Source: an optimization exercise on an open RTL-to-GDS flow (aim: small area, a short achievable clock period and few clock cycles). Production flows keep margins and buffers that such runs may drop. In this exercise RTL edits were held to simulation tests only and were not proved equivalent to the original. Power is estimated from default activity; no workload was simulated.

Setup of old:
## fgc_segmenter
module fgc_segmenter (
    input  wire        clk,
    input  wire        rst,           
    input  wire        start,
    input  wire [31:0] fw_len,
    input  wire [31:0] cursor_in,
    input  wire [31:0] req_in,
    input  wire [31:0] rewind_in,
    input  wire [31:0] maxpkt,
    input  wire [7:0]  version,
    input  wire        use_chk,
    output wire        busy,
    output wire        fw_rd,
    output wire [23:0] fw_addr,
    input  wire [7:0]  fw_rdata,
    output wire        out_valid,
    output wire [7:0]  out_data,
    input  wire        out_ready,
    output reg         done,
    output wire [1:0]  result,
    output wire [3:0]  errcode,
    output wire [31:0] res_cursor,
    output wire [31:0] res_frames,
    output wire [31:0] out_len
);
Size: about 1800 cells after synthesis, ~320 I/O pins, about 14000 µm² of cells after synthesis.
clock: 12.0 ns
lec_check: 0
cap_margin: 20
core_margin: 2
core_utilization: 40
slew_margin: 20
standard.sh (not shown) runs the stock make flow with config.mk's settings and CLKGATE_MAP_FILE= SYNTH_SCRIPT=/design/flow/synth_recipe.tcl, a recipe that flattens the netlist after the stock synthesis.
==> flow/flow/run.sh <==
#!/bin/bash
# Standard ORFS layout (the standard.sh, standard synthesis unchanged),
# with repair_timing asked for extra setup slack so it optimises the
# achieved period, not just the 12 ns constraint, and ports buffered with
# plain buffers. The SDC is unchanged.
set -euo pipefail
export SETUP_SLACK_MARGIN=8.25
export BUFFER_PORTS_ARGS="-buffer_cell sky130_fd_sc_hd__buf_1"
bash standard.sh synth > synth.log 2>&1
bash standard.sh > layout.log 2>&1
old did not stop at any stage, and its layout met the timing, DRC and antenna checks.
Testbench counts of old, summed over its fixed seeds: cycles 220,699.
--- input diff old..new ---
-- flow/flow/run.sh --
<<< old, line 7
export SETUP_SLACK_MARGIN=8.25
>>> new, line 7
export SETUP_SLACK_MARGIN=8.3
Results
- There was hardly any difference in final design utilization between new and old.
- On wire length of the first global-routing pass, new and old are basically level.
- Min number of post-CTS setup repair buffers across new and old: old
- Against old, new comes in 0.16 points higher on sequential share of layout area.
- The count of non-filler cells in the finished layout on new is in line with that on old.
- new and old ended up with roughly the same area overhead of the layout relative to synthesis.
- The amount of wire on met3 after detailed routing number comes out lower for new vs old.
- [compare] base=old new=new: count of plain and timing-repair buffers saw an increase, initial DRC count +141.
- The maximum fanout along the worst path number comes out higher for old vs new.
- new: global routing usage summed across all routing layers higher than old

## run 1
fgc_segmenter again, from the RTL that the note above started with.
clock: 12.0 ns
lec_check: 0
cap_margin: 20
core_margin: 2
core_utilization: 40
slew_margin: 20
==> flow/flow/run.sh <==
#!/bin/bash
# Standard ORFS layout (the standard.sh, standard synthesis unchanged),
# with repair_timing asked for extra setup slack so it optimises the
# achieved period, not just the 12 ns constraint, and ports buffered with
# plain buffers. The SDC is unchanged.
set -euo pipefail
export SETUP_SLACK_MARGIN=8.4
export BUFFER_PORTS_ARGS="-buffer_cell sky130_fd_sc_hd__buf_1"
bash standard.sh synth > synth.log 2>&1
bash standard.sh > layout.log 2>&1
Run 1 ended with every stage complete and zero timing, DRC or antenna violations.
Testbench counts of run 1, summed over its fixed seeds: cycles 220,699.
### run 1 -> run 2
- PLACE_DENSITY newly set to 0.75
- CORE_UTILIZATION changed from 40 to 50
diff --git a/flow/flow/run.sh b/flow/flow/run.sh
--- a/flow/flow/run.sh
+++ b/flow/flow/run.sh
@@ -7 +7 @@
-export SETUP_SLACK_MARGIN=8.4
+export SETUP_SLACK_MARGIN=8.3
==> comparison <==
Die boundary width delta for run 2 relative to run 1: 20 microns lower. Run 1 and run 2 ended up with nearly the same sequential share of cell area. On clock-pin slew on the worst setup and hold paths, run 1 tracks run 2 almost exactly. Measured against each other, run 1 and run 2 differ in minimum period implied by the final worst setup slack, the lower figure coming from run 1. Clock share of power in run 2 is 0.7 points higher than in run 1. On run 2: routed length on met2 is 3.9% lower than what run 1 gave.
Here is what was changed in the inputs of run 3 compared with run 2.
- CORE_UTILIZATION: 50 -> 40
- PLACE_DENSITY: 0.75 -> unset
diff --git a/flow/flow/run.sh b/flow/flow/run.sh
--- a/flow/flow/run.sh
+++ b/flow/flow/run.sh
@@ -7 +7 @@
-export SETUP_SLACK_MARGIN=8.3
+export SETUP_SLACK_MARGIN=8.2
### Flow results
Run 3 closes out successfully: all stages finished, all timing, DRC and antenna checks passed. Compared with run 2, in run 3 relative slew slack -1.3 points; worst setup slack -46 ps; total routed wire length on the met1 layer +15%; register cell area after layout -about 0.6%. Run 3 vs run 2: number of placed instances, taps included up by a few percent. Diff run 2 -> run 3: wire length of the first global-routing pass rose by about 4.6%; pre-CTS setup slack rose by 500 ps; static leakage moved down; core box area rose by 26%. Across both runs, final cycle utilization of the critical path was higher for run 3 than for run 2. Die height was higher in run 3 than in run 2.
Modified inputs, run 4 compared to run 3
- putting CTS_BUF_LIST at sky130_fd_sc_hd__clkbuf_8 sky130_fd_sc_hd__clkbuf_16 where nothing was set
diff --git a/flow/flow/run.sh b/flow/flow/run.sh
--- a/flow/flow/run.sh
+++ b/flow/flow/run.sh
@@ -7 +7 @@
-export SETUP_SLACK_MARGIN=8.2
+export SETUP_SLACK_MARGIN=8.3
### Flow results
Run 4 has completed all stages; timing, DRC and antenna checks passed. Average size of a mapped cell came out exactly the same in run 4 and run 3. Looking at routability congestion estimate, run 4 sits below run 3. Run 3 → run 4: period utilization shrank by 0.59 points, maximum clock rate grew by 1.9%, cell area grew by 140 sq um, routed length on met1 grew by 2.6%. Run 3 and run 4 ended up with roughly the same number of multi-input logic gates. Portion of total power attributed to the clock network was higher in run 4 than in run 3. Final routed wirelength across all metal layers essentially unchanged between run 4 and run 3.

separate check: timing with driven ports:
In the flow no input, the clock included, has a driving cell. The finished layouts below were timed again as built, in two steps. Step 1, drivers: a clkbuf_16 drives clk and a buf_2 each remaining input, both assumed. Step 2 adds t to the input delays and takes it off the output delays; t is the mean of the earliest and latest rising clock arrival at the registers after step 1. Input paths then give back, and output paths get back, about the clock's delay inside the block. Three values: ideal, step 1, step 2; two values: the first two.
run	t (ns)	setup slack, ns	worst register clock-pin slew, ns
old	0.522	8.269 / 8.214 / 7.781	0.09 / 0.09
new	0.520	8.303 / 8.253 / 7.799	0.09 / 0.09
run 1	0.519	8.285 / 8.303 / 7.784	0.09 / 0.09
run 2	0.515	8.280 / 8.258 / 7.784	0.08 / 0.08
run 3	0.518	8.234 / 8.178 / 7.781	0.09 / 0.09
run 4	0.522	8.305 / 8.250 / 7.799	0.09 / 0.09
After both steps every run listed still meets setup and hold. The setup slack of run 4, which loses most, moves by -0.055 ns with the drivers and by -0.506 ns with both steps.
